Source: an optimization exercise on an open RTL-to-GDS flow (aim: small area, a short achievable clock period and few clock cycles). Production flows keep margins and buffers that such runs may drop. No run shown here included a check of the RTL's function; only the layout flow was run. Power figures rest on the tool's default switching activity, not on a simulated workload.

==> flow/design.v <==
module wzwave_fbs (
    input  wire        clk,
    input  wire        rst,
    input  wire        in_valid,
    input  wire [7:0]  in_data,
    output wire        in_ready,
    output wire        out_valid,
    input  wire        out_ready,
    output wire        out_hdr,
    output wire        out_last,
    output wire [3:0]  out_type,
    output wire [71:0] out_data
);
    localparam integer KB = 1;                
    localparam [3:0] C_CTL  = 4'd0,  C_MIS  = 4'd1,  C_BAD  = 4'd2,  C_MAL  = 4'd3,
                     C_VER  = 4'd4,  C_MEM  = 4'd5,  C_SUC  = 4'd6,  C_INIT = 4'd7,
                     C_NPI  = 4'd8,  C_SEND = 4'd9,  C_RNI  = 4'd10, C_UPD  = 4'd11,
                     C_ROUT = 4'd12, C_CMD  = 4'd13, C_OPQ  = 4'd14, C_SCB  = 4'd15;
    localparam [3:0] A_NOP = 4'd0, A_LEN = 4'd1, A_HW  = 4'd2,
                     A_SHP = 4'd4, A_HDR = 4'd6, A_DAT = 4'd7,
                     A_MSK = 4'd8, A_XOR = 4'd9;
    function [1:0] off0(input [3:0] code);
        case (code)
            C_SUC, C_SEND, C_RNI, C_SCB, C_MEM, C_INIT, C_ROUT: off0 = 2'd3;
            default: off0 = 2'd0;
        endcase
    endfunction
    reg  [7:0]    T;
    reg  [2047:0] ring;
    wire          we;
    wire [7:0]    wd;
    reg  [7:0]    sel;
    always @(posedge clk) begin
        if (rst) T <= 8'd0;
        else     T <= T + 8'd1;
        ring <= {ring[2039:0], we ? wd : ring[2047:2040]};
    end
    wire [7:0] amask   = (8'd1 << KB) - 8'd1;
    wire [7:0] rdat    = ring[{sel & ~amask, 3'b000} +: 8];
    wire       aligned = ((sel & amask) == 8'd0);
    reg  [7:0] b, sk;
    reg        bv, skv;
    wire       take;
    reg        irdy;          
    assign in_ready = irdy;
    wire in_fire = in_valid & ~skv;
    always @(posedge clk) begin
        irdy <= rst || !((take || !bv) ? 1'b0 : (skv || in_fire));
        if (rst) begin
            bv  <= 1'b0;
            skv <= 1'b0;
        end else if (take || !bv) begin
            if (skv) begin
                b   <= sk;
                bv  <= 1'b1;
                skv <= 1'b0;
            end else begin
                b   <= in_data;
                bv  <= in_fire;
            end
        end else if (in_fire) begin
            sk  <= in_data;
            skv <= 1'b1;
        end
    end
    reg  [11:0] qm [0:11];
    reg  [3:0]  qwp, qrp, qrp1;
    reg  [4:0]  qn;
    wire        qpush, qpop;
    wire [11:0] qin;
    wire        qfull = (qn == 5'd12);
    wire        qne   = (qn != 5'd0);
    wire [3:0]  qh_code = qm[qrp][11:8];
    wire [7:0]  qh_s    = qm[qrp][7:0];
    reg  [7:0]  hs0, hs3;  
    wire [4:0] qn_p1 = qn + 5'd1;
    wire [4:0] qn_m1 = qn - 5'd1;
    wire [4:0] qn_nx;
    wzwave_fbs_sel3 #(.W(5)) u_qn (.s1(qpush && !qpop), .a(qn_p1), .s2(qpop && !qpush),
                                  .b(qn_m1), .c(qn), .y(qn_nx));
    always @(posedge clk) begin
        if (rst) begin
            qn   <= 5'd0;
            qwp  <= 4'd0;
            qrp  <= 4'd0;
            qrp1 <= 4'd1;
        end else begin
            qn <= qn_nx;
            if (qpush) qwp <= (qwp == 4'd11) ? 4'd0 : qwp + 4'd1;
            if (qpop) begin
                qrp  <= qrp1;
                qrp1 <= (qrp1 == 4'd11) ? 4'd0 : qrp1 + 4'd1;
            end
        end
        if (qpush) qm[qwp] <= qin;
    end
    localparam [1:0] R_HUNT = 2'd0, R_SOF = 2'd1, R_BODY = 2'd2;
    reg  [1:0] rx;
    reg  [7:0] acc, rs, wa;
    reg  [1:0] rph;
    reg        d0, d1;
    reg  [3:0] kcode;
    reg        kmal;
    reg        al;           
    reg        blk;          
    reg        livec;
    reg  [7:0] agec;         
    reg  [7:0] Hr;           
    reg        liver;
    wire is_mark = (b == 8'h06) || (b == 8'h15) || (b == 8'h18);
    wire is_sof  = (b == 8'h01);
    wire lt3     = (b < 8'd3);
    reg  [7:0] rrem;
    wire blast   = (rrem == 8'd0);
    wire room    = !livec || (b <= ~agec);
    reg  t_ok;
    always @(*) begin
        case (rx)
            R_HUNT:  t_ok = is_mark ? (!blk && !qfull) : 1'b1;
            R_SOF:   t_ok = !blk && !qfull && (lt3 || room);
            default: t_ok = al && !blk;
        endcase
    end
    assign take = bv && t_ok;
    assign we   = take && ((rx == R_HUNT && is_mark) || rx == R_SOF || rx == R_BODY);
    assign wd   = b;
    assign qpush = take && ((rx == R_HUNT && is_mark) || (rx == R_SOF && lt3) ||
                            (rx == R_BODY && blast));
    reg  [3:0] k_code;
    reg  [7:0] k_nmin;
    always @(*) begin
        k_code = C_OPQ;
        k_nmin = 8'd0;
        if (d1) begin
            case (b)
                8'h15: begin k_code = C_VER;  k_nmin = 8'd1;  end
                8'h20: begin k_code = C_MEM;  k_nmin = 8'd5;  end
                8'h56: begin k_code = C_SUC;  k_nmin = 8'd1;  end
                8'h02: begin k_code = C_INIT; k_nmin = 8'd32; end
                8'h41: begin k_code = C_NPI;  k_nmin = 8'd5;  end
                8'h13: begin k_code = C_SEND; k_nmin = 8'd1;  end
                8'h60: begin k_code = C_RNI;  k_nmin = 8'd1;  end
                8'h80: begin k_code = C_ROUT; k_nmin = 8'd29; end
                default: ;
            endcase
        end else if (d0) begin
            case (b)
                8'h13: begin k_code = C_SCB;  k_nmin = 8'd2;  end
                8'h49: begin k_code = C_UPD;  k_nmin = 8'd2;  end
                8'h04: begin k_code = C_CMD;  k_nmin = 8'd3;  end
                default: ;
            endcase
        end
    end
    wire       cks_bad = (acc != b);
    wire [3:0] body_code = cks_bad ? C_MIS : kmal ? C_MAL : kcode;
    reg  [3:0] f_code;
    always @(*) begin
        if (rx == R_HUNT)       f_code = C_CTL;
        else if (rx == R_SOF)   f_code = C_BAD;
        else                    f_code = body_code;
    end
    assign qin = {f_code, (rx == R_BODY) ? rs : T};
    always @(posedge clk) begin
        if (rst) begin
            rx <= R_HUNT;
        end else if (take) begin
            case (rx)
                R_HUNT: if (is_sof) rx <= R_SOF;
                R_SOF:  rx <= lt3 ? (is_sof ? R_SOF : R_HUNT) : R_BODY;
                default: if (blast) rx <= R_HUNT;
            endcase
        end
    end
    always @(posedge clk) begin
        if (take && rx == R_SOF) begin
            rph  <= 2'd0;
            rrem <= b - 8'd1;
            acc  <= ~b;
            rs   <= T;
        end
        if (take && rx == R_BODY) begin
            if (rph != 2'd2) rph <= rph + 2'd1;
            rrem <= rrem - 8'd1;
            acc  <= acc ^ b;
            if (rph == 2'd0) begin
                d0 <= (b == 8'h00);
                d1 <= (b == 8'h01);
            end
            if (rph == 2'd1) begin
                kcode <= k_code;
                kmal  <= rrem <= k_nmin;
            end
        end
    end
    reg        i_v;
    reg  [3:0] i_code;
    reg  [7:0] i_s;
    reg        i_ph;          
    reg        i_last;        
    reg        i_rd;          
    reg  [2:0] i_h;
    reg  [7:0] i_k, i_end;
    reg  [7:0] rq;
    reg        tq_v;
    reg  [3:0] tq_act;
    reg        tq_nf;         
    reg        tq_msk;
    reg  [3:0] tq_code;
    reg        tq_last;
    reg  [4:0] tq_j;
    reg  [7:0] e_L;
    reg  [7:0] cacc;
    reg  [7:0] pd;
    reg  [7:0] cm;
    reg        cmv, cm_le1, pendh, fin;
    reg         o_valid;
    wire        o_hdr, o_last;
    wire [3:0]  o_type;
    wire [65:0] od;
    reg  [1:0]  dfl;          
    wire        ofree = !o_valid || out_ready;
    reg  [7:0] i_L;           
    reg  [3:0] s_act;
    reg  [4:0] s_j;
    always @(*) begin
        s_act  = A_NOP;
        s_j    = i_ph ? i_k[4:0] : {2'b00, i_h};
        if (!i_ph) begin
            case (i_code)
                C_CTL, C_BAD, C_SUC, C_SEND, C_RNI: s_act = A_HDR;
                C_SCB:  s_act = (i_h == 3'd0) ? A_HW : A_HDR;
                C_MEM:  s_act = (i_h == 3'd4) ? A_HDR : A_HW;
                C_INIT: s_act = (i_h == 3'd2) ? A_SHP : A_HW;
                C_ROUT: begin s_act = A_MSK; s_j = 5'd0; end
                C_UPD:  s_act = (i_h == 3'd0) ? A_LEN : (i_h == 3'd1) ? A_HW : A_HDR;
                C_CMD:  s_act = (i_h == 3'd0) ? A_LEN : (i_h == 3'd3) ? A_HDR : A_HW;
                C_OPQ:  s_act = (i_h == 3'd0) ? A_LEN : (i_h == 3'd1) ? A_HW : A_HDR;
                C_VER:  s_act = (i_h == 3'd0) ? A_LEN : (i_h == 3'd1) ? A_NOP : A_HDR;
                C_NPI:  s_act = (i_h == 3'd0) ? A_LEN : (i_h == 3'd5) ? A_HDR : A_HW;
                C_MIS:  s_act = A_LEN;
                C_MAL:  s_act = (i_h == 3'd0) ? A_LEN : (i_h == 3'd1) ? A_HW : A_HDR;
                default: s_act = A_NOP;
            endcase
        end else begin
            case (i_code)
                C_INIT, C_ROUT: s_act = A_MSK;
                C_MIS:          s_act = i_last ? A_HDR : A_XOR;
                default:        s_act = A_DAT;
            endcase
        end
    end
    reg        n_ph;
    reg  [2:0] n_h;
    reg  [7:0] n_k, n_end;
    reg        n_last, n_rd;
    reg  [7:0] s_dsel;
    always @(*) begin
        n_ph   = i_ph;
        n_h    = i_h + 3'd1;
        n_k    = i_k + 8'd1;
        n_end  = i_end;
        n_rd   = 1'b1;
        s_dsel = 8'd0;
        n_last = (i_code == C_MIS) ? (i_k + 8'd1 == i_L - 8'd1) : (i_k + 8'd1 == i_end);
        if (!i_ph) begin
            n_k    = 8'd0;
            n_last = 1'b0;
            case (i_code)
                C_SCB: n_last = 1'b1;
                C_MEM: n_last = (i_h == 3'd3);
                C_INIT: if (i_h == 3'd2) begin n_ph = 1'b1; n_end = 8'd28; end
                C_ROUT: begin n_ph = 1'b1; n_k = 8'd1; n_end = 8'd28; end
                C_UPD: begin
                    if (i_h == 3'd0) s_dsel = 8'hFE;                     
                    if (i_h == 3'd1) n_last = (i_L == 8'd5);
                    if (i_h == 3'd2) begin
                        n_ph = 1'b1; n_end = i_L - 8'd6; n_last = (i_L == 8'd6);
                    end
                end
                C_CMD: begin
                    if (i_h == 3'd0) s_dsel = 8'hFE;
                    if (i_h == 3'd2) n_last = (i_L == 8'd6);
                    if (i_h == 3'd3) begin
                        n_ph = 1'b1; n_end = i_L - 8'd7; n_last = (i_L == 8'd7);
                    end
                end
                C_OPQ: begin
                    if (i_h == 3'd1) n_last = (i_L == 8'd3);
                    if (i_h == 3'd2) begin
                        n_ph = 1'b1; n_end = i_L - 8'd4; n_last = (i_L == 8'd4);
                    end
                end
                C_VER: begin
                    if (i_h == 3'd0) begin s_dsel = 8'd1; n_rd = 1'b0; end  
                    if (i_h == 3'd1) begin                               
                        s_dsel = 8'd2 - i_L;
                        n_last = (i_L == 8'd4);
                    end
                    if (i_h == 3'd2) begin                               
                        n_ph = 1'b1; n_end = i_L - 8'd5; n_last = (i_L == 8'd5);
                        s_dsel = i_L - 8'd3;
                    end
                end
                C_NPI: begin
                    if (i_h == 3'd0) s_dsel = 8'hFE;                     
                    if (i_h == 3'd2) s_dsel = 8'd8 - i_L;                
                    n_last = (i_h == 3'd4);
                end
                C_MIS: n_ph = 1'b1;
                C_MAL: n_last = (i_h == 3'd1);
                default: ;
            endcase
        end
    end
    wire [7:0] m      = cmv ? cm : rq;
    wire       m_nz   = (m != 8'd0);
    wire       rq_le1 = ((rq & (rq - 8'd1)) == 8'd0);
    wire       m_le1  = cmv ? cm_le1 : rq_le1;
    reg  [2:0] m_i;
    always @(*) begin
        casez (m)
            8'b???????1: m_i = 3'd0;
            8'b??????10: m_i = 3'd1;
            8'b?????100: m_i = 3'd2;
            8'b????1000: m_i = 3'd3;
            8'b???10000: m_i = 3'd4;
            8'b??100000: m_i = 3'd5;
            8'b?1000000: m_i = 3'd6;
            default:     m_i = 3'd7;
        endcase
    end
    wire [7:0] m_rest  = m & (m - 8'd1);
    wire       mr_le1  = ((m_rest & (m_rest - 8'd1)) == 8'd0);
    wire       rfirst  = (tq_code == C_ROUT) && (tq_j == 5'd0) && !cmv;
    wire c_go = fin ? !tq_v : (!tq_v || tq_nf || !tq_msk || m_le1);
    wire c_st = fin ? !tq_v : (!tq_v || tq_nf);
    wire c_done = ofree ? c_go : c_st;
    reg        t2_v;
    reg  [7:0] rq2;
    reg  [3:0] t2_act, t2_code;
    reg        t2_nf, t2_msk, t2_last;
    reg  [4:0] t2_j;
    wire froom = !(tq_v && t2_v);
    wire ifire = i_v && (i_rd ? (froom && aligned) : 1'b1);
    wire push  = ifire && i_rd;
    wire inext = !i_v || (ifire && i_last);                
    assign qpop = inext && qne;
    wire hmove = !tq_v || c_done;                           
    wire [3:0] s_nfx = {(s_act == A_NOP) || (s_act == A_LEN) || (s_act == A_XOR) ||
                        1'b0, (s_act == A_MSK), 2'b00};
    function first_last(input [3:0] code);
        case (code)
            C_CTL, C_BAD, C_SUC, C_SEND, C_RNI: first_last = 1'b1;
            default: first_last = 1'b0;
        endcase
    endfunction
    wire [7:0] sel_f = sel + s_dsel;
    wire [7:0] sel_h = sel + 8'd1;
    wire [7:0] sel_n = (off0(qh_code) == 2'd3) ? hs3 : hs0;
    wire [7:0] sel_nx;
    wzwave_fbs_sel3 #(.W(8)) u_sel (.s1(inext), .a(sel_n), .s2(ifire), .b(sel_f),
                                   .c(sel_h), .y(sel_nx));
    always @(posedge clk) begin
        sel <= sel_nx;
        if (ifire && s_act == A_LEN) i_L <= rdat;
        if (rst) begin
            tq_v <= 1'b0;
            t2_v <= 1'b0;
        end else if (hmove) begin
            if (t2_v) begin
                rq      <= rq2;
                tq_v    <= 1'b1;
                tq_act  <= t2_act;
                tq_nf   <= t2_nf;
                tq_msk  <= t2_msk;
                tq_code <= t2_code;
                tq_last <= t2_last;
                tq_j    <= t2_j;
            end else begin
                rq      <= rdat;
                tq_v    <= push;
                tq_act  <= s_act;
                tq_nf   <= s_nfx[3];
                tq_msk  <= s_nfx[2];
                tq_code <= i_code;
                tq_last <= i_last;
                tq_j    <= s_j;
            end
            t2_v <= t2_v && push;
        end else if (push) begin
            t2_v <= 1'b1;
        end
        if ((hmove && t2_v) || (!hmove && push)) begin
            rq2     <= rdat;
            t2_act  <= s_act;
            t2_nf   <= s_nfx[3];
            t2_msk  <= s_nfx[2];
            t2_code <= i_code;
            t2_last <= i_last;
            t2_j    <= s_j;
        end
        if (rst)
            i_v <= 1'b0;
        else if (inext)
            i_v <= qne;
        begin
            if (inext) begin
                i_code <= qh_code;
                i_s    <= qh_s;
                i_ph   <= 1'b0;
                i_h    <= 3'd0;
                i_k    <= 8'd0;
                i_last <= first_last(qh_code);
                i_rd   <= 1'b1;
            end else if (ifire) begin
                i_ph   <= n_ph;
                i_h    <= n_h;
                i_k    <= n_k;
                i_end  <= n_end;
                i_last <= n_last;
                i_rd   <= n_rd;
            end
        end
    end
    wire [7:0] qin_s   = (rx == R_BODY) ? rs : T;
    wire [7:0] qn1_s   = qm[qrp1][7:0];
    wire       hs_a = qpop && (qn >= 5'd2);
    wire       hs_b = (qpop && (qn == 5'd1)) || !qne;
    wire [7:0] hs0_nx, hs3_nx;
    wzwave_fbs_sel3 #(.W(8)) u_hs0 (.s1(hs_a), .a(T + 8'd1 - qn1_s), .s2(hs_b),
                                   .b(T + 8'd1 - qin_s), .c(hs0 + 8'd1), .y(hs0_nx));
    wzwave_fbs_sel3 #(.W(8)) u_hs3 (.s1(hs_a), .a(T - 8'd2 - qn1_s), .s2(hs_b),
                                   .b(T - 8'd2 - qin_s), .c(hs3 + 8'd1), .y(hs3_nx));
    always @(posedge clk) begin
        hs0 <= hs0_nx;
        hs3 <= hs3_nx;
    end
    function [7:0] nmin_of(input [7:0] dir, input other, input [7:0] fc);
        begin
            nmin_of = 8'd0;
            if (other) nmin_of = 8'd0;
            else if (dir == 8'h01) begin
                case (fc)
                    8'h15, 8'h56, 8'h13, 8'h60: nmin_of = 8'd1;
                    8'h20, 8'h41: nmin_of = 8'd5;
                    8'h02: nmin_of = 8'd32;
                    8'h80: nmin_of = 8'd29;
                    default: ;
                endcase
            end else if (dir == 8'h00) begin
                case (fc)
                    8'h13, 8'h49: nmin_of = 8'd2;
                    8'h04: nmin_of = 8'd3;
                    default: ;
                endcase
            end
        end
    endfunction
    wire [2:0] th   = tq_j[2:0];
    wire [1:0] tier = rq[5:4];
    reg  [65:0] hw;
    always @(*) begin
        hw = od;
        case (tq_code)
            C_MIS:  hw = {42'd0, cacc, rq, e_L};
            C_SUC:  hw = {57'd0, (rq != 8'd0), rq};
            C_SEND: hw = {41'd0, 1'b1, 16'd0, rq};
            C_RNI:  hw = {57'd0, (rq == 8'h01), rq};
            C_SCB: begin
                if (th == 3'd0) begin hw = 66'd0; hw[25] = 1'b1; hw[15:8] = rq; end
                else hw[23:16] = rq;
            end
            C_MEM: begin
                case (th)
                    3'd0: begin hw = 66'd0; hw[31:24] = rq; end
                    3'd1: hw[23:16] = rq;
                    3'd2: hw[15:8] = rq;
                    3'd3: hw[7:0] = rq;
                    default: hw[39:32] = rq;
                endcase
            end
            C_INIT: begin
                case (th)
                    3'd0: hw = {58'd0, rq};
                    3'd1: hw[15:8] = rq;
                    default: hw[23:16] = rq;
                endcase
            end
            C_UPD, C_OPQ: begin
                if (th == 3'd1) hw = {58'd0, rq};
                else hw[15:8] = rq;
            end
            C_CMD: begin
                case (th)
                    3'd1: hw = {58'd0, rq};
                    3'd2: hw[15:8] = rq;
                    default: hw[23:16] = rq;
                endcase
            end
            C_NPI: begin
                case (th)
                    3'd1: begin
                        hw = {58'd0, rq};
                        hw[16]    = rq[7];
                        hw[18:17] = tier;
                        hw[21:19] = rq[2:0];
                        hw[25]    = !tier[1];
                        hw[41:26] = (tier == 2'd0) ? 16'd9600 : (tier == 2'd1) ? 16'd40000 : 16'd0;
                    end
                    3'd2: begin hw[15:8] = rq; hw[22] = rq[3]; hw[23] = rq[4]; hw[24] = rq[0]; end
                    3'd3: hw[49:42] = rq;
                    3'd4: hw[57:50] = rq;
                    default: hw[65:58] = rq;
                endcase
            end
            C_MAL: begin
                if (th == 3'd1) hw = {58'd0, rq};
                else hw[31:8] = {nmin_of({6'd0, dfl[1]}, !dfl[0] && !dfl[1], rq), e_L - 8'd3, rq};
            end
            default: hw = {58'd0, rq};
        endcase
    end
    wire [3:0] tq_type = (tq_code == C_SCB) ? C_SEND : tq_code;
    always @(posedge clk) begin
        if (rst) begin
            fin     <= 1'b0;
            cmv     <= 1'b0;
            pendh   <= 1'b0;
        end else begin
            if (fin) begin
                if (ofree) begin
                    pendh   <= 1'b0;
                    fin     <= 1'b0;
                end
            end else if (tq_v) begin
                case (tq_act)
                    A_LEN: begin e_L <= rq; cacc <= ~rq; end
                    A_XOR: cacc <= cacc ^ rq;
                    A_HW: if (ofree) begin
                        if (tq_code == C_MAL) dfl <= {(rq == 8'h01), (rq == 8'h00)};
                    end
                    A_SHP: if (ofree) pendh <= 1'b1;
                    A_MSK: if (ofree) begin
                        if (rfirst) pendh <= 1'b1;
                        if (m_nz) begin
                            pendh   <= 1'b0;
                            pd      <= {tq_j, m_i};
                            if (m_le1) begin
                                cmv <= 1'b0;
                                fin <= tq_last;
                            end else begin
                                cm     <= m_rest;
                                cm_le1 <= mr_le1;
                                cmv    <= 1'b1;
                            end
                        end else begin
                            fin <= tq_last;
                        end
                    end
                    default: ;
                endcase
            end
        end
    end
    wire emit = ofree && (fin || (tq_v && ((tq_act == A_HDR) || (tq_act == A_DAT) ||
                                           ((tq_act == A_MSK) && m_nz))));
    wire ov_n = emit || (o_valid && !out_ready);
    reg  onv;                 
    always @(posedge clk) begin
        o_valid <= !rst && ov_n;
        onv     <= rst || !ov_n;
    end
    assign out_valid = ~onv;
    reg  [65:0] od_n;
    reg  [3:0]  ot_n;
    reg         oh_n, ol_n;
    always @(*) begin
        od_n = od;
        ot_n = o_type;
        oh_n = o_hdr;
        ol_n = o_last;
        if (!rst) begin
            if (fin) begin
                if (ofree) begin
                    ol_n = 1'b1;
                    oh_n = pendh;
                    if (!pendh) od_n = {58'd0, pd + 8'd1};
                end
            end else if (tq_v && ofree) begin
                case (tq_act)
                    A_HW:  od_n = hw;
                    A_SHP: begin od_n = hw; ot_n = tq_type; end
                    A_HDR: begin oh_n = 1'b1; ol_n = tq_last; ot_n = tq_type; od_n = hw; end
                    A_DAT: begin oh_n = 1'b0; ol_n = tq_last; ot_n = tq_type; od_n = {58'd0, rq}; end
                    A_MSK: begin
                        ot_n = tq_type;
                        if (rfirst) od_n = 66'd0;
                        if (m_nz) begin
                            ol_n = 1'b0;
                            oh_n = pendh || rfirst;
                            if (!(pendh || rfirst)) od_n = {58'd0, pd + 8'd1};
                        end
                    end
                    default: ;
                endcase
            end
        end
    end
    reg  [65:0] odr;
    reg  [3:0]  otr;
    reg         ohr, olr;
    always @(posedge clk) begin
        odr <= ~od_n;
        otr <= ~ot_n;
        ohr <= ~oh_n;
        olr <= ~ol_n;
    end
    assign od     = ~odr;
    assign o_type = ~otr;
    assign o_hdr  = ~ohr;
    assign o_last = ~olr;
    assign out_hdr   = o_hdr;
    assign out_last  = o_last;
    assign out_type  = o_type;
    assign out_data  = {6'd0, od};
    wire       live = i_v || qne || (rx == R_BODY);
    wire [7:0] H    = i_v ? i_s : qne ? qh_s : rs;
    wire [7:0] T1   = T + 8'd1;
    wire       livep = liver || we;
    always @(posedge clk) begin
        if (rst) begin
            blk   <= 1'b0;
            livec <= 1'b0;
            liver <= 1'b0;
            al    <= 1'b0;
        end else begin
            liver <= live;
            Hr    <= live ? H : T;
            if (we) begin
                wa    <= T1;
                al    <= 1'b1;
                blk   <= liver && (T1 == Hr);
                agec  <= liver ? (T1 - Hr) : 8'd1;
                livec <= 1'b1;
            end else begin
                al    <= (T1 == wa);
                blk   <= liver && (((T1 - Hr) < (wa - Hr)) || (wa == Hr));
                agec  <= T1 - Hr;
                livec <= liver;
            end
        end
    end
endmodule
module wzwave_fbs_sel3 #(parameter integer W = 8) (
    input  wire         s1,
    input  wire [W-1:0] a,
    input  wire         s2,
    input  wire [W-1:0] b,
    input  wire [W-1:0] c,
    output wire [W-1:0] y
);
    assign y = s1 ? a : s2 ? b : c;
endmodule
==> flow/flow/run.sh <==
#!/bin/bash
# The standard layout (the standard.sh: ORFS synthesis through finish) with a
# tighter timing-repair target: repair_timing aims at a setup slack of
# SETUP_SLACK_MARGIN ns at the design's clock period, may resize cells across
# footprints, and the port buffers start out as buf_4 cells.
set -euo pipefail
bash standard.sh SETUP_SLACK_MARGIN=6.8 MATCH_CELL_FOOTPRINT=0 \
    "BUFFER_PORTS_ARGS=-buffer_cell sky130_fd_sc_hd__buf_4" finish > standard.log 2>&1
==> flow/standard.sh <==
#!/bin/bash
# synth_recipe.tcl (not shown) runs the flow's synth.tcl, then flattens the netlist and writes it again
# the make line also repeats each setting of config.mk as NAME=value (left out here)
make -C /OpenROAD-flow-scripts/flow DESIGN_CONFIG=/design/flow/config.mk WORK_HOME=/design/flow/orfs CLKGATE_MAP_FILE= SYNTH_SCRIPT=/design/flow/synth_recipe.tcl "${@:-finish}"
==> flow/config.mk <==
export PLATFORM = sky130hd
export DESIGN_NAME = wzwave_fbs
export DESIGN_NICKNAME = wzwave_fbs
export VERILOG_FILES = /design/flow/design.v
export SDC_FILE = /design/flow/constraint.sdc
export NUM_CORES = 4
export LEC_CHECK = 0
export CAP_MARGIN = 20
export CORE_MARGIN = 2
export CORE_UTILIZATION = 40
export CTS_CLUSTER_DIAMETER = 60
export CTS_CLUSTER_SIZE = 24
export SLEW_MARGIN = 20
export SYNTH_HIERARCHICAL = 1
==> flow/constraint.sdc <==
create_clock -name core_clock -period 10.0 [get_ports {clk}]
set_input_delay 2.0000 -clock core_clock [delete_from_list [all_inputs] [get_ports {clk}]]
set_output_delay 2.0000 -clock core_clock [all_outputs]
set_load 0.01 [all_outputs]
==> results of run 1 <==
==> power by group through the flow <==
stage	logic, mW	registers (mW)	clock network, mW
final	6.10	10.9	6.61
after global routing	6.55	11.0	7.17
after CTS	5.83	10.9	6.79
after detailed placement	5.06	11.2	0
after global placement	5.02	11.2	0
after floorplan	3.77	11.0	0
==> logic make-up after synthesis <==
group / Yosys count / share of synthesized area (%)
AOI/OAI and AO/OA: 870 / 6.95
xor gates and xnor gates: 169 / 1.89
adders and majority gates: 122 / 1.99
buffers and inverters: 460 / 2.35
DFF: 2535 / 69.2
muxes: 526 / 12.1
other: 1 / 0.00474
and+or+nand+nor: 886 / 5.52
==> cells in the final DEF, fill, tap and decap left out, types with 36 or more instances in the layout <==
| cell | count |
|---|---|
| nor2_1 | 199 |
| xnor2_1 | 97 |
| mux4_2 | 340 |
| mux2_2 | 49 |
| o21ai_1 | 53 |
| a21oi_1 | 189 |
| inv_2 | 56 |
| buf_4 | 332 |
| nand2_1 | 241 |
| xor2_1 | 64 |
| clkbuf_16 | 176 |
| buf_6 | 72 |
| edfxtp_1 | 398 |
| o22ai_1 | 40 |
| o211ai_1 | 36 |
| o21ai_0 | 192 |
| ha_1 | 91 |
| inv_1 | 127 |
| a21o_1 | 53 |
| nor3_1 | 57 |
| nand3_1 | 78 |
| mux2i_1 | 131 |
| dfxtp_1 | 2120 |
==> final cells by class <==
type / count / area [µm²] / area share [%]
multi-input cells: 2584 / 23700 / 25.8
diodes: 3 / 7.51 / 0.00816
flip-flops and latches: 2535 / 54800 / 59.5
repair buffers: 458 / 4520 / 4.91
inverters: 191 / 743 / 0.807
clock inverters: 67 / 905 / 0.983
well taps: 2640 / 3300 / 3.59
clock buffers: 180 / 4050 / 4.40
==> path summary, 6_finish.rpt <==
check	start	end	slack, ns	cells past startpoint
worst max register to register	flop	flop	6.51	26
worst max-delay path	flop	out_data[16]	6.48	2
worst min register to register	ring[1870]$_DFF_P_	ring[1878]$_DFF_P_	0.31	0
worst min-delay path	ring[1870]$_DFF_P_	ring[1878]$_DFF_P_	0.31	0
==> metrics by stage <==
stage	setup slack, ns	utilization (%)	hold slack (ns)	cell area, µm²	std cells
floorplan	6.09	-	0.310	79500	5574
global placement	5.19	42.0	0.309	82800	8105
detailed placement	5.20	42.0	0.312	82800	8105
CTS	6.42	46.0	0.309	90600	8553
global route	6.41	46.7	0.318	92000	8656
finish	6.48	46.7	0.305	92100	8658
==> routing by layer <==
layer  vias to the layer above  part of all wire, %
met2                      1134                   46
met5                         -                    0
met3                       270                  4.7
li1                      20700                    -
met1                     22000                   47
met4                         0                  2.2
==> cells in the mapped netlist, drive strengths merged (79+ instances only) <==
master     n
mux4     340
buf       88
clkbuf   181
edfxtp   398
dfxtp   2137
o21ai    260
xnor2    100
ha       112
nand2    247
a21oi    210
nor2     211
inv      189
nand3     79
mux2i    136
==> worst max-delay path, cell delays in order (launching register included) <==
cell and delay (ns):
edfxtp_1 0.47, inv_2 0.12, buf_6 0.11
==> repair_timing <==
item,4_1_cts,5_1_grt
setup endpoints to repair,504,448
gates resized for setup,270,151
pin swaps,20,39
cloned,19,7
buffers inserted,182,95
==> key figures, run 1 <==
Place
  • Post-DP HPWL: 104000 µm
  • Port bufs: 85
  • GPL Wtd Cong: 0.909

Synth
  • Library cells used by synthesis: 92
  • Number of synthesized flops with an enable pin: 398
  • Post-synthesis sequential element count: 2535
  • Mean Syn Cell Area: 14.2 µm²
  • Async set or reset register ratio after synthesis: 0%
  • Post-synthesis sequential area ratio: 69.2%
  • Synthesized area: 0.0791 mm²
  • Area leader, netlist: dfxtp_1
  • Synth top area share: 54.1%
  • Main synth FF type: dfxtp_1
  • Synthesized instance count: 5569
  • Top cells by area, synth: dfxtp_1 (54%), edfxtp_1 (15%), mux4_2 (9.7%), ha_1 (1.8%), mux2i_1 (1.7%)
  • Syn. warnings: 7

Layout
  • Max reg flops: 2048
  • Layout Nets: slightly above 6000
  • Synth-to-Final Area Change: 16.4%
  • Layout cells sized above 1: 22.6%
  • Fill count: roughly 17000
  • Largest register by flop count: ring
  • Largest registers: ring x2048, qm x144

Power and ir drop
  • Comb pwr share: roughly a quarter
  • Final Power: 23.6 mW
  • Sw Share: 31.0%
  • Max IR drop VDD: 0.168 mV
  • Leak Pwr: 34.5 nW
  • Sw Pwr: 7.33 mW
  • Clock power frac: 28.0%
  • Flop pwr share: 46.2%
  • Internal cell power: approximately 16 mW
  • Pwr Density: approximately 260 mW/mm²

Floorplanning
  • DIE AREA: 0.201 mm²
  • Core ar.: around 0.20 mm²
  • Die Ht: 449 µm
  • Die width: 449 µm
  • Row Count: 163
  • Initial Util: around two fifths
  • I/O Pins: 92

Clock tree
  • Clk pin slew, worst setup/hold paths: 0.09 ns
  • Hold_buf cts: 0
  • Clk buf depth: 3
  • CTS H-tree lvls: 4
  • CTS root buf: clkbuf_16
  • Worst skew pair latency: around 0.83 ns
  • CTS tree: done
  • Clock net sink count: between 2000 and 3000
  • CTS buffer count: approximately 150

Route
  • Drt drc: 0
  • Drt total wl: between 150000 and 200000 µm
  • Antenna-violating nets left: 0
  • Via count: 44100
  • Iteration count of the initial detailed-routing pass: 6
  • Wire per inst: 20.1 µm
  • First DRT Iteration DRCs: 3427
  • DR vias/cell: 5.09

Status
  • Status: timing/DRC/antenna clean

Global route
  • Largest net degree at the start of global routing: 61
  • Grt total ovfl: 0
  • Vias in the first global route: 44000
  • Grt met2 use: between 20% and 30%
  • Initial antenna violation count: 1
  • Met1 GRT Util: between 20% and 30%
  • GR peak layer: met2
  • First-pass GRT wire length: 267000 µm
  • M3 GR Usage: 2.75%
  • Gr usage total: 16.8%

Worst setup path
  • Arr. time, crit path: 1.52 ns
  • CP endpoint kind: output port
  • Crit Path Class: flop to output port
  • Worst-path maximum fanout: 2
  • Crit start category: flop
  • CP Data Required Time: 8.00 ns

Timing
  • Period utilisation layout: 35.2%
  • Slew Limit Headroom: 27.3%
  • Final setup viols: 0
  • Max Slew Vio Count: 0
  • Setup TNS: 0 ns
  • Slew @ Worst Pin: 1.08 ns
  • F_max: 284 MHz
  • Final Hold Viols: 0
  • Unrepaired setup endpoints after global routing: true
  • Worst clock skew: about 0.038 ns
  • Fin crit period: 3.52 ns

Hold path
  • Worst min path class: flop to flop

Flow run
  • Max-cap violations: 0
==> run 2: changes to the inputs <==
--- a/flow/design.v
+++ b/flow/design.v
@@ -215,9 +215,9 @@
     reg  [7:0] cm;
     reg        cmv, cm_le1, pendh, fin;
     reg         o_valid;
-    wire        o_hdr, o_last;
-    wire [3:0]  o_type;
-    wire [65:0] od;
+    reg         o_hdr, o_last;
+    reg  [3:0]  o_type;
+    reg  [65:0] od;
     reg  [1:0]  dfl;          
     wire        ofree = !o_valid || out_ready;
     reg  [7:0] i_L;           
@@ -611,19 +611,19 @@
     reg  [3:0]  otr;
     reg         ohr, olr;
     always @(posedge clk) begin
-        odr <= ~od_n;
-        otr <= ~ot_n;
-        ohr <= ~oh_n;
-        olr <= ~ol_n;
+        od     <= od_n;
+        o_type <= ot_n;
+        o_hdr  <= oh_n;
+        o_last <= ol_n;
+        odr    <= ~od_n;
+        otr    <= ~ot_n;
+        ohr    <= ~oh_n;
+        olr    <= ~ol_n;
     end
-    assign od     = ~odr;
-    assign o_type = ~otr;
-    assign o_hdr  = ~ohr;
-    assign o_last = ~olr;
-    assign out_hdr   = o_hdr;
-    assign out_last  = o_last;
-    assign out_type  = o_type;
-    assign out_data  = {6'd0, od};
+    assign out_hdr   = ~ohr;
+    assign out_last  = ~olr;
+    assign out_type  = ~otr;
+    assign out_data  = {6'd0, ~odr};
     wire       live = i_v || qne || (rx == R_BODY);
     wire [7:0] H    = i_v ? i_s : qne ? qh_s : rs;
     wire [7:0] T1   = T + 8'd1;
==> key figures, run 2 <==
Global route
  • Initial antenna violation count: 3
  • Vias in the first global route: 45500
  • Grt total ovfl: 0
  • Gr usage total: 17.6%
  • Largest net degree at the start of global routing: 53
  • First-pass GRT wire length: 281000 µm

Floorplanning
  • DIE AREA: ~0.21 mm²
  • Initial Util: 40.2%
  • Row Count: ~170
  • Core ar.: 0.202 mm²
  • Die Ht: 455 µm
  • I/O Pins: 92
  • Die width: 455 µm

Worst setup path
  • CP endpoint kind: output port
  • Max incr delay on CP: 0.39 ns
  • Worst-path maximum fanout: 1
  • Crit-path cells: inv_2 > buf_6
  • CP max-delay cell: dfxtp_4
  • Top Family by Delay on Critical Path: flip-flops
  • Crit start category: flop
  • Arr. time, crit path: 1.37 ns
  • WP buf/inv: 2
  • CP Data Required Time: 8.00 ns
  • Crit Path Class: flop to output port

Clock tree
  • Clk pin slew, worst setup/hold paths: 0.09 ns
  • CTS tree: done
  • Worst skew pair latency: 0.84 ns
  • CTS root buf: clkbuf_16
  • CTS buffer count: 155
  • CTS H-tree lvls: 4
  • Clk buf depth: 3
  • Clock net sink count: 2607
  • Hold_buf cts: 0

Timing
  • Slew Limit Headroom: 22.0%
  • Final setup viols: 0
  • Setup TNS: 0 ns
  • Slew @ Worst Pin: 1.17 ns
  • Period utilisation layout: around a third
  • Worst clock skew: between 0.04 and 0.05 ns
  • Fin crit period: 3.37 ns
  • Final Hold Viols: 0
  • Max Slew Vio Count: 0
  • F_max: 297 MHz
  • Unrepaired setup endpoints after global routing: true

Power and ir drop
  • Clock power frac: between 20% and 30%
  • Internal cell power: 16.6 mW
  • Sw Share: 31.9%
  • Sw Pwr: 7.78 mW
  • Max IR drop VDD: between 0.15 and 0.2 mV
  • Leak Pwr: ~35 nW
  • Pwr Density: between 200 and 300 mW/mm²
  • Flop pwr share: 46.6%
  • Comb pwr share: 25.7%

Route
  • Drt drc: 0
  • Via count: 45800
  • DR vias/cell: approximately 5
  • Wire per inst: 21.0 µm
  • First DRT Iteration DRCs: 3587
  • Drt total wl: about 190000 µm
  • Antenna-violating nets left: 0
  • Iteration count of the initial detailed-routing pass: 6

Layout
  • Layout Cell Area excl Fill: 0.0930 mm²
  • FF+latch area: ~0.056 mm²
  • Multi-input logic area: 0.0249 mm²
  • Max reg flops: 2048
  • Most common cell after layout, fill and taps aside: dfxtp_1
  • Largest registers: ring x2048, qm x144, odr x66
  • Layout cells sized above 1: 20.9%
  • Fill count: ~18000
  • Most frequent cells in the layout: dfxtp_1 (2190), nand2_1 (363), edfxtp_1 (330)
  • Synth-to-Final Area Change: 14.4%
  • Largest register by flop count: ring
  • Layout Nets: 6245

Place
  • Post-DP HPWL: 116000 µm
  • DP Area: 0.0849 mm²
  • GPL Wtd Cong: 0.890
  • Port bufs: 85

Synth
  • Post-synthesis sequential area ratio: 68.3%
  • Most frequent cell after synthesis: dfxtp_1
  • Area leader, netlist: dfxtp_1
  • Commonest cells post-synth: dfxtp_1 (2277), nand2_1 (371), edfxtp_1 (330)
  • Post-synthesis sequential element count: approximately 2600
  • Number of synthesized flops with an enable pin: 330
  • Main synth FF type: dfxtp_1
  • Synthesized area: between 0.08 and 0.09 mm²
  • Top cells by area, synth: dfxtp_1 (56%), edfxtp_1 (12%), mux4_2 (7.9%), mux2i_1 (2.0%), ha_1 (1.7%)
  • Async set or reset register ratio after synthesis: 0%
  • Synthesized instance count: 5940
  • Mean Syn Cell Area: 13.7 µm²
  • Library cells used by synthesis: 108
  • Syn. warnings: 7
  • Synth top area share: 56.1%

Status
  • Status: timing/DRC/antenna clean

Flow run
  • Max-cap violations: 0

Hold path
  • Worst min path class: flop to flop
[run 2: cell types whose count changed after synthesis, moves of 38 or more]
cell      previous run  this run
dfxtp_1           2137      2277
mux4_2             340       286
a22oi_1             30        69
mux2_2              50        88
nand2_1            247       371
o21a_1              12        54
edfxtp_1           398       330
[run 2: power by group through the flow]
stage	Sequential (mW)	Combinational (mW)	Clock (mW)
2_1_floorplan	11.4	3.93	0
3_5_place_dp	11.7	5.35	0
3_3_place_gp	11.7	5.32	0
5_1_grt	11.4	6.75	7.32
6_report	11.4	6.26	6.78
4_1_cts	11.3	5.93	6.96
[run 2: path summary, 6_finish.rpt]
path,cells past startpoint,from,endpoint,slack (ns)
worst max register to register,9,rq[1]$_DFFE_PP_,tq_last$_DFFE_PP_,6.82
worst max-delay path,2,odr[19]$_DFF_P_,out_data[19],6.63
worst min register to register,0,ring[189]$_DFF_P_,ring[197]$_DFF_P_,0.29
worst min-delay path,0,ring[189]$_DFF_P_,ring[197]$_DFF_P_,0.29
[run 2: through the flow]
stage | utilization [%] | power (mW) | setup WS (ns) | std cells | hold slack (ns)
global placement | 42.0 | 17.0 | 5.47 | 8480 | 0.310
detailed placement | 42.0 | 17.0 | 5.43 | 8480 | 0.312
CTS | 45.4 | 24.2 | 6.55 | 8802 | 0.306
floorplan | - | 15.3 | 6.58 | 5945 | 0.310
global route | 46.0 | 25.5 | 6.56 | 8880 | 0.314
finish | 46.0 | 24.4 | 6.63 | 8881 | 0.288
[run 2: repair_timing]
action,4_1_cts,5_1_grt
gates resized for setup,335,166
endpoints found under the setup margin,424,356
pin swaps,20,38
cloned,11,8
setup buffers,61,69
[run 2: final cells by class]
cell class	count	area share (%)
diodes	2	0.00538
clock buffers	174	4.27
clock inverters	76	1.15
inverters	192	0.782
multi-input cells	2856	26.8
flip-flops and latches	2607	59.8
well taps	2672	3.60
repair buffers	302	3.57
[run 2: worst register-to-register path: cells and delay by family, from the launching register on]
kind	cells	cell delay, ns
buffers and inverters	3	0.68
AO/OA/AOI/OAI	4	0.78
flip-flops	1	0.36
AND/OR/NAND/NOR	2	0.97
[run 2: cell families (layout without fill, tap and decap cells)]
kind of cell / Yosys count / in the layout / share of synthesized area [%]
AO/OA/AOI/OAI: 986 / 987 / 7.87
XOR/XNOR: 170 / 170 / 1.83
adder cells (fa/ha/maj): 123 / 123 / 1.95
buffers and inverters: 487 / 744 / 2.62
flip-flops: 2607 / 2607 / 68.3
multiplexers: 541 / 541 / 11.2
other: 1 / 8 / 0.00461
AND/OR/NAND/NOR: 1025 / 1029 / 6.23
[run 2: routing by layer]
metal	wire [µm]	track usage, %	vias to the layer above
li1	-	-	21400
met4	4610	5.12	0
met5	0	0	-
met3	8430	2.64	277
met1	88600	25.2	22900
met2	84700	27.7	1189

-- afterwards: timing with drivers on the ports --
No port has a modelled driver above. Below, the same layouts with a new extraction and two added sets of constraints. Step 1 sets driving cells, clkbuf_16 on the clock port and buf_2 on the other inputs (assumed; they add their load-dependent delay and slew). Step 2 adds t to the input delays and takes it off the output delays; t is the mean of the earliest and latest rising clock arrival at the registers after step 1. Input paths then give back, and output paths get back, about the clock's delay inside the block. Three values: no drivers, after step 1, after step 2; two values: the first two.
run | t, ns | setup WS [ns] | slew at the worst register clock pin (ns)
run 1 | 0.884 | 6.476 / 6.399 / 5.999 | 0.09 / 0.09
run 2 | 0.902 | 6.634 / 6.553 / 5.968 | 0.10 / 0.10
After both steps setup and hold are still met in every run listed. The setup slack of run 2, which loses most, moves by -0.081 ns with the drivers and by -0.666 ns with both steps.
